From an optimization exercise on the open Yosys and OpenROAD flow, aimed at small area; shortcuts taken in it are not production practice. Function was checked by simulation only, so behaviour that the tests miss may differ from the original. Power figures rest on the tool's default switching activity, not on a simulated workload.

[design/flow/design.v]
module serprog_engine (
    input  wire        clk,
    input  wire        rst,         
    input  wire        in_valid,
    input  wire [7:0]  in_data,
    output wire        in_ready,
    output wire        out_valid,
    output wire [7:0]  out_data,
    input  wire        out_ready,
    output wire        reg_en,
    output wire        reg_we,
    output wire [1:0]  reg_addr,
    output wire [63:0] reg_wdata,
    input  wire [31:0] reg_rdata
);
    localparam [1:0] A_CTRL = 2'd0, A_STATUS = 2'd1, A_CMD = 2'd2, A_DATA = 2'd3;
    localparam [2:0] MODE_TX = 3'd3, MODE_RX = 3'd5;
    localparam [4:0] TX_HWM = 5'd8;
    localparam [7:0] ACK = 8'h06, NAK = 8'h15, BUS_SPI = 8'h08;
    localparam [3:0] P_AWAIT   = 4'd0,  P_ARG     = 4'd1,  P_REPLY   = 4'd2,
                     P_SPICTRL = 4'd3,  P_CMDGET  = 4'd4,  P_CMDPUT  = 4'd5,
                     P_TXPOLL  = 4'd6,  P_TXFILL  = 4'd7,  P_TXPUSH  = 4'd8,
                     P_RXPOLL  = 4'd9,  P_RXPOP   = 4'd10, P_RXEMIT  = 4'd11,
                     P_BUSY    = 4'd12;
    localparam [2:0] R_ACK = 3'd0, R_NAK = 3'd1, R_IFACE = 3'd2, R_CMDMAP = 3'd3,
                     R_PGMNAME = 3'd4, R_SERBUF = 3'd5, R_BUSTYPE = 3'd6,
                     R_SYNCNOP = 3'd7;
    reg [3:0]  phase;
    reg [7:0]  opcode;
    reg [47:0] args;
    reg [2:0]  argc;
    reg [2:0]  rkind;
    reg [5:0]  ridx;
    reg        after_spi;
    reg [23:0] cl, rl, len, cmd_rem, rem;
    reg        mode_rx;
    reg [7:0]  cbyte;
    reg [31:0] word;
    reg [2:0]  n, j;
    function [5:0] reply_len(input [2:0] k);
        case (k)
            R_ACK, R_NAK:          reply_len = 6'd1;
            R_IFACE, R_SERBUF:     reply_len = 6'd3;
            R_CMDMAP:              reply_len = 6'd33;
            R_PGMNAME:             reply_len = 6'd17;
            default:               reply_len = 6'd2;    
        endcase
    endfunction
    function [7:0] pgm_name(input [3:0] i);
        case (i)
            4'd0:  pgm_name = "m";
            4'd1:  pgm_name = "8";
            4'd2:  pgm_name = "8";
            4'd3:  pgm_name = "c";
            4'd4:  pgm_name = "s";
            4'd5:  pgm_name = "8";
            4'd6:  pgm_name = "0";
            4'd7:  pgm_name = "0";
            4'd8:  pgm_name = "1";
            4'd9:  pgm_name = " ";
            4'd10: pgm_name = "f";
            4'd11: pgm_name = "l";
            4'd12: pgm_name = "a";
            4'd13: pgm_name = "s";
            4'd14: pgm_name = "h";
            default: pgm_name = 8'h00;
        endcase
    endfunction
    function [7:0] reply_byte(input [2:0] k, input [5:0] i);
        begin
            reply_byte = 8'h00;
            case (k)
                R_ACK:     reply_byte = ACK;
                R_NAK:     reply_byte = NAK;
                R_IFACE:   reply_byte = (i == 0) ? ACK : (i == 1) ? 8'h01 : 8'h00;
                R_CMDMAP:  case (i)
                               6'd0: reply_byte = ACK;
                               6'd1: reply_byte = 8'h3F;
                               6'd3: reply_byte = 8'h2D;
                               default: reply_byte = 8'h00;
                           endcase
                R_PGMNAME: reply_byte = (i == 0) ? ACK : pgm_name(i[3:0] - 4'd1);
                R_SERBUF:  reply_byte = (i == 0) ? ACK : 8'hFF;
                R_BUSTYPE: reply_byte = (i == 0) ? ACK : BUS_SPI;
                R_SYNCNOP: reply_byte = (i == 0) ? NAK : ACK;
            endcase
        end
    endfunction
    wire        st_busy     = reg_rdata[0];
    wire [4:0]  st_tx_level = reg_rdata[12:8];
    wire [4:0]  st_rx_level = reg_rdata[20:16];
    wire get_fire = in_valid  & in_ready;
    wire put_fire = out_valid & out_ready;
    wire [47:0] args_next = {in_data, args[47:8]};
    wire [23:0] cl_next   = args_next[23:0];
    wire [23:0] rl_next   = args_next[47:24];
    wire [2:0]  n_first   = (rem >= 24'd4) ? 3'd4 : rem[2:0];
    assign in_ready  = (phase == P_AWAIT) | (phase == P_ARG) |
                       (phase == P_CMDGET) | (phase == P_TXFILL);
    assign out_valid = (phase == P_REPLY) | (phase == P_RXEMIT);
    assign out_data  = (phase == P_REPLY) ? reply_byte(rkind, ridx)
                                          : word[8*j +: 8];
    assign reg_en    = (phase == P_SPICTRL) | (phase == P_CMDPUT) |
                       (phase == P_TXPOLL)  | (phase == P_TXPUSH) |
                       (phase == P_RXPOLL)  | (phase == P_RXPOP)  |
                       (phase == P_BUSY);
    assign reg_we    = (phase == P_SPICTRL) | (phase == P_CMDPUT) |
                       (phase == P_TXPUSH);
    assign reg_addr  = (phase == P_SPICTRL) ? A_CTRL :
                       (phase == P_CMDPUT)  ? A_CMD  :
                       (phase == P_TXPUSH || phase == P_RXPOP) ? A_DATA : A_STATUS;
    assign reg_wdata = (phase == P_SPICTRL) ? {13'd0, (mode_rx ? MODE_RX : MODE_TX), cl, len} :
                       (phase == P_CMDPUT)  ? {56'd0, cbyte} :
                                              {32'd0, word};
    wire [3:0] burst_phase = mode_rx ? P_RXPOLL : (rem != 24'd0) ? P_TXPOLL : P_BUSY;
    always @(posedge clk) begin
        if (rst) begin
            phase <= P_AWAIT;
        end else begin
            case (phase)
                P_AWAIT: if (get_fire) begin
                    opcode    <= in_data;
                    after_spi <= 1'b0;
                    ridx      <= 6'd0;
                    args      <= 48'd0;
                    case (in_data)
                        8'h00: begin rkind <= R_ACK;     phase <= P_REPLY; end
                        8'h01: begin rkind <= R_IFACE;   phase <= P_REPLY; end
                        8'h02: begin rkind <= R_CMDMAP;  phase <= P_REPLY; end
                        8'h03: begin rkind <= R_PGMNAME; phase <= P_REPLY; end
                        8'h04: begin rkind <= R_SERBUF;  phase <= P_REPLY; end
                        8'h05: begin rkind <= R_BUSTYPE; phase <= P_REPLY; end
                        8'h10: begin rkind <= R_SYNCNOP; phase <= P_REPLY; end
                        8'h12: begin argc <= 3'd1;       phase <= P_ARG;   end
                        8'h13: begin argc <= 3'd6;       phase <= P_ARG;   end
                        8'h15: begin argc <= 3'd1;       phase <= P_ARG;   end
                        default: begin rkind <= R_NAK;   phase <= P_REPLY; end
                    endcase
                end
                P_ARG: if (get_fire) begin
                    args <= args_next;
                    argc <= argc - 3'd1;
                    if (argc == 3'd1) begin
                        phase <= P_REPLY;
                        case (opcode)
                            8'h12: rkind <= (in_data == BUS_SPI) ? R_ACK : R_NAK;
                            8'h15: rkind <= R_ACK;
                            default: begin    
                                rkind     <= R_ACK;
                                after_spi <= 1'b1;
                                cl        <= cl_next;
                                rl        <= rl_next;
                                if (rl_next != 24'd0) begin
                                    mode_rx <= 1'b1;
                                    len     <= rl_next;
                                end else begin
                                    mode_rx <= 1'b0;
                                    len     <= cl_next;
                                end
                            end
                        endcase
                    end
                end
                P_REPLY: if (put_fire) begin
                    ridx <= ridx + 6'd1;
                    if (ridx == reply_len(rkind) - 6'd1)
                        phase <= after_spi ? P_SPICTRL : P_AWAIT;
                end
                P_SPICTRL: begin
                    cmd_rem <= cl;
                    rem     <= len;
                    if (cl != 24'd0)
                        phase <= P_CMDGET;
                    else if (mode_rx)
                        phase <= P_RXPOLL;
                    else if (len != 24'd0)
                        phase <= P_TXPOLL;
                    else
                        phase <= P_BUSY;
                end
                P_CMDGET: if (get_fire) begin
                    cbyte <= in_data;
                    phase <= P_CMDPUT;
                end
                P_CMDPUT: begin
                    cmd_rem <= cmd_rem - 24'd1;
                    if (cmd_rem != 24'd1)
                        phase <= P_CMDGET;
                    else
                        phase <= burst_phase;
                end
                P_TXPOLL: if (st_tx_level < TX_HWM) begin
                    n     <= n_first;
                    j     <= 3'd0;
                    word  <= 32'd0;
                    phase <= P_TXFILL;
                end
                P_TXFILL: if (get_fire) begin
                    word[8*j +: 8] <= in_data;
                    j <= j + 3'd1;
                    if (j + 3'd1 == n)
                        phase <= P_TXPUSH;
                end
                P_TXPUSH: begin
                    rem <= rem - {21'd0, n};
                    if (rem != {21'd0, n})
                        phase <= P_TXPOLL;
                    else
                        phase <= P_BUSY;
                end
                P_RXPOLL: if (st_rx_level != 5'd0)
                    phase <= P_RXPOP;
                P_RXPOP: begin
                    word  <= reg_rdata;
                    n     <= n_first;
                    j     <= 3'd0;
                    phase <= P_RXEMIT;
                end
                P_RXEMIT: if (put_fire) begin
                    j <= j + 3'd1;
                    if (j + 3'd1 == n) begin
                        rem <= rem - {21'd0, n};
                        if (rem != {21'd0, n})
                            phase <= P_RXPOLL;
                        else
                            phase <= P_BUSY;
                    end
                end
                P_BUSY: if (!st_busy)
                    phase <= P_AWAIT;
                default: phase <= P_AWAIT;
            endcase
        end
    end
endmodule
[design/flow/config.mk]
export PLATFORM = sky130hd
export DESIGN_NAME = serprog_engine
export DESIGN_NICKNAME = serprog_engine
export VERILOG_FILES = /design/flow/design.v
export SDC_FILE = /design/flow/constraint.sdc
export NUM_CORES = 4
export LEC_CHECK = 0
export CAP_MARGIN = 20
export CORE_MARGIN = 2
export CORE_UTILIZATION = 40
export PLACE_DENSITY = 0.6
export SLEW_MARGIN = 20
[design/flow/run.sh]
#!/bin/bash
# synth_recipe.tcl (not shown) runs the flow's synth.tcl, then flattens the netlist and writes it again
# the make line also repeats each setting of config.mk as NAME=value (left out here)
make -C /OpenROAD-flow-scripts/flow DESIGN_CONFIG=/design/flow/config.mk WORK_HOME=/design/flow/orfs CLKGATE_MAP_FILE= SYNTH_SCRIPT=/design/flow/synth_recipe.tcl finish
[design/flow/constraint.sdc]
create_clock -name core_clock -period 10.0 [get_ports {clk}]
set_input_delay 2.0000 -clock core_clock [delete_from_list [all_inputs] [get_ports {clk}]]
set_output_delay 2.0000 -clock core_clock [all_outputs]
set_load 0.01 [all_outputs]
==> notes.md <==
-- layout make-up --
type | instances | area share, %
Multi-Input combinational cell | 806 | 36.9
Tap cell | 384 | 3.45
Timing Repair Buffer | 126 | 8.72
Clock buffer | 28 | 4.26
Sequential cell | 208 | 44.5
Clock inverter | 13 | 1.28
Inverter | 32 | 0.861
-- power by group --
group	internal, mW	switching, mW
Combinational	0.359	0.515
Clock	0.529	0.352
Sequential	1.08	0.113
-- routing by layer --
metal | vias up | track usage [%]
li1 | 4322 | -
met4 | 2 | 4.79
met5 | - | 0
met2 | 444 | 37.3
met3 | 41 | 3.81
met1 | 4538 | 32.5
-- stage by stage --
step	area, sq um	hold slack, ns	total power [mW]	std cells	util [%]
final	13900	0.456	2.95	1597	48.3
after global routing	13900	0.477	3.09	1597	48.3
after CTS	13900	0.461	2.96	1597	48.3
after detailed placement	13200	0.443	2.08	1556	45.6
after global placement	13200	0.433	2.07	1556	45.6
after floorplan	11800	0.427	1.72	1132	-
-- cells by family (layout without fill, tap and decap cells) --
family	count (synthesis)	in the layout
and+or+nand+nor	420	420
AOI/OAI and AO/OA	278	278
DFF	208	208
buffers and inverters	118	199
xor gates and xnor gates	58	58
adders and majority gates	19	19
muxes	18	18
other	1	13
-- placed cells by master (no fill, tap or decap), drive strengths merged, types with 35 or more instances in the layout --
cell / synthesis / routed
a21oi: 53 / 53
a22oi: 35 / 35
and3: 60 / 60
clkdlybuf4s50: 0 / 108
edfxtp: 204 / 204
nand2: 123 / 123
nor2: 89 / 89
nor4: 36 / 36
o21ai: 94 / 94
xnor2: 36 / 36
-- state kept, by name, indices dropped and copies added, names as in the netlist, 4 cells and up --
register,cells
phase,4
cl,24
cbyte,8
word,32
len,24
ridx,6
rem,24
opcode,8
args,40
cmd_rem,24
-- final timing paths --
| check | from | endpoint | depth (start not counted) |
|---|---|---|---|
| worst max-delay path | phase[2] | reg_wdata[28] | 8 |
| worst min-delay path | args[13] | cl[5] | 0 |
| worst max register to register | j[0] | word[12] | 9 |
| worst min register to register | args[13] | cl[5] | 0 |
==> notes.md <==
site row count 62; skew final 0.0140 ns; DRC viols 0; vias per inst approximately 5.9; reg-to-reg setup timing slack ~6.6 ns; core box area 28900 sq um; Slew Limit Fails 0; Post-CTS Hold Buffers 0; Setup TNS Final 0 ns; share of the yosys chip area belonging to registers 52.6%; Simple-Gate Fraction of Synth Area 18.8%; Yosys cell types 73; Sink Count 208; routed wire length 35800 um; io pins ~120; synthesized area per cell 10.5 sq um; top cells by area, synth edfxtp_1 52%, nand2_1 3.9%, o21ai_0 3.6%; Worst VDD drop 0.117 mV; wire length of the first global-routing pass 54400 um; post_cts resized 0; Multi-input gate area 5150 sq um; Fillers 2641; Routed Antenna Nets 0; Crit-path slowest cell dfxtp_1; gpl congestion 0.889; RSZ-0062 raised after global routing no; CTS tree built; synth-to-layout area growth 18.3%; DP HPWL between 20000 and 30000 um; mux contribution to synthesized area 2.48%; final setup fails 0; Vias just over 9000; max layer used met5; EDFF count, synth a little over 200; Synth Area in Compound Gates 15.1%; pin count of the biggest net entering global routing 61; count leader, synth edfxtp_1; Chip Width 176 um; Synth Area in Adders about 2.1%; share of synthesized registers carrying an async set or reset 0%; status timing/DRC/antenna clean; cell area after synthesis ~12000 sq um; leak pwr 5.00 nW; vias in the first global route 8743; worst-margin pin slew 1.12 ns; Routed met1 length 15400 um; Pwr per Cell Area 211 nW/um^2; FF+latch area 6210 sq um; Startpoint Class flip-flop; Final Net Count 1260; Synth top area share 52.0%; clock-pin slew of the registers on the worst-case setup and hold paths 0.06 ns; initial antenna violation count 2; port bufs 108; All-Layer GR Usage a little under a quarter; CP bufs+invs 4; most common cell type on the critical path buf_4; worst rel slew slack approximately 25%; H-tree depth 1; Setup CP Type reg2out; #FFs+latches synth 208; Max stage delay on crit path roughly 0.8 ns; Final Critical Period 5.68 ns; die height 176 um; Worst Path Arrival 3.68 ns; initial core utilization 40.9%; total CTS buffers 23; MaxCap Viol Count 0; clock latency on the worst-skew pair 0.53 ns; max frequency approximately 180 MHz; layout cells sized above 1 7.58%; xor/xnor share of the synthesized area 4.44%; Max Fanout on Critical Path 60; root buffer cell clkbuf_16; # Post-CTS Setup Buffers 0; Die ar. 30900 sq um; starting DRC count in detailed routing 1140; worst slack, placed slightly below 5 ns; WL/cell around 22 um; cells along the critical path nor2_4, buf_4, nand2_1, clkinv_1, nor2_2, buf_4, a22o_1, clkdlybuf4s50_1; largest family of logic cells by synthesized area simple AND/OR/NAND/NOR gates; global route overflow 0; Final Hold Vio Count 0; required time worst endpoint roughly 8.0 ns; drt first pass iters 5; endpoint class of the critical path primary output; final worst-path cycle share ~57%; maximum buffer depth of the clock tree 3; Post-synth top flop edfxtp_1; Ys Warns 1; HP Class reg2reg; setup ws final 4.32 ns; DR WL met2 16800 um; antenna cells 0; Post-synth top cells 204 x edfxtp_1, 123 x nand2_1, 88 x nor2_1; WL met3 2950 um; delay-heaviest family, CP buffers and inverters; cell count after synthesis 1120; largest area contributor in the netlist edfxtp_1

## port drivers added, routing unchanged
How much do the figures lean on ideal ports? The routed layout below was timed once more, with nothing changed but the port constraints. Step 1 (the two cells are an assumption about what drives the block):
set clk [get_ports {clk}]
set_driving_cell -lib_cell sky130_fd_sc_hd__clkbuf_16 $clk
set_driving_cell -lib_cell sky130_fd_sc_hd__buf_2 [delete_from_list [all_inputs] $clk]
Step 2 also shifts input and output timing later by t, the mid clock arrival at the registers, as if the neighbouring blocks saw the same clock. Slacks: ideal / step 1 / step 2; pairs: ideal / step 1.
t, ns: 0.567
slack for setup (ns): 4.321 / 4.275 / 4.842
slew at the worst register clock pin (ns): 0.06 / 0.06
After both steps setup and hold are still met in this run. The setup slack of this run moves by -0.046 ns with the drivers and by +0.521 ns with both steps.
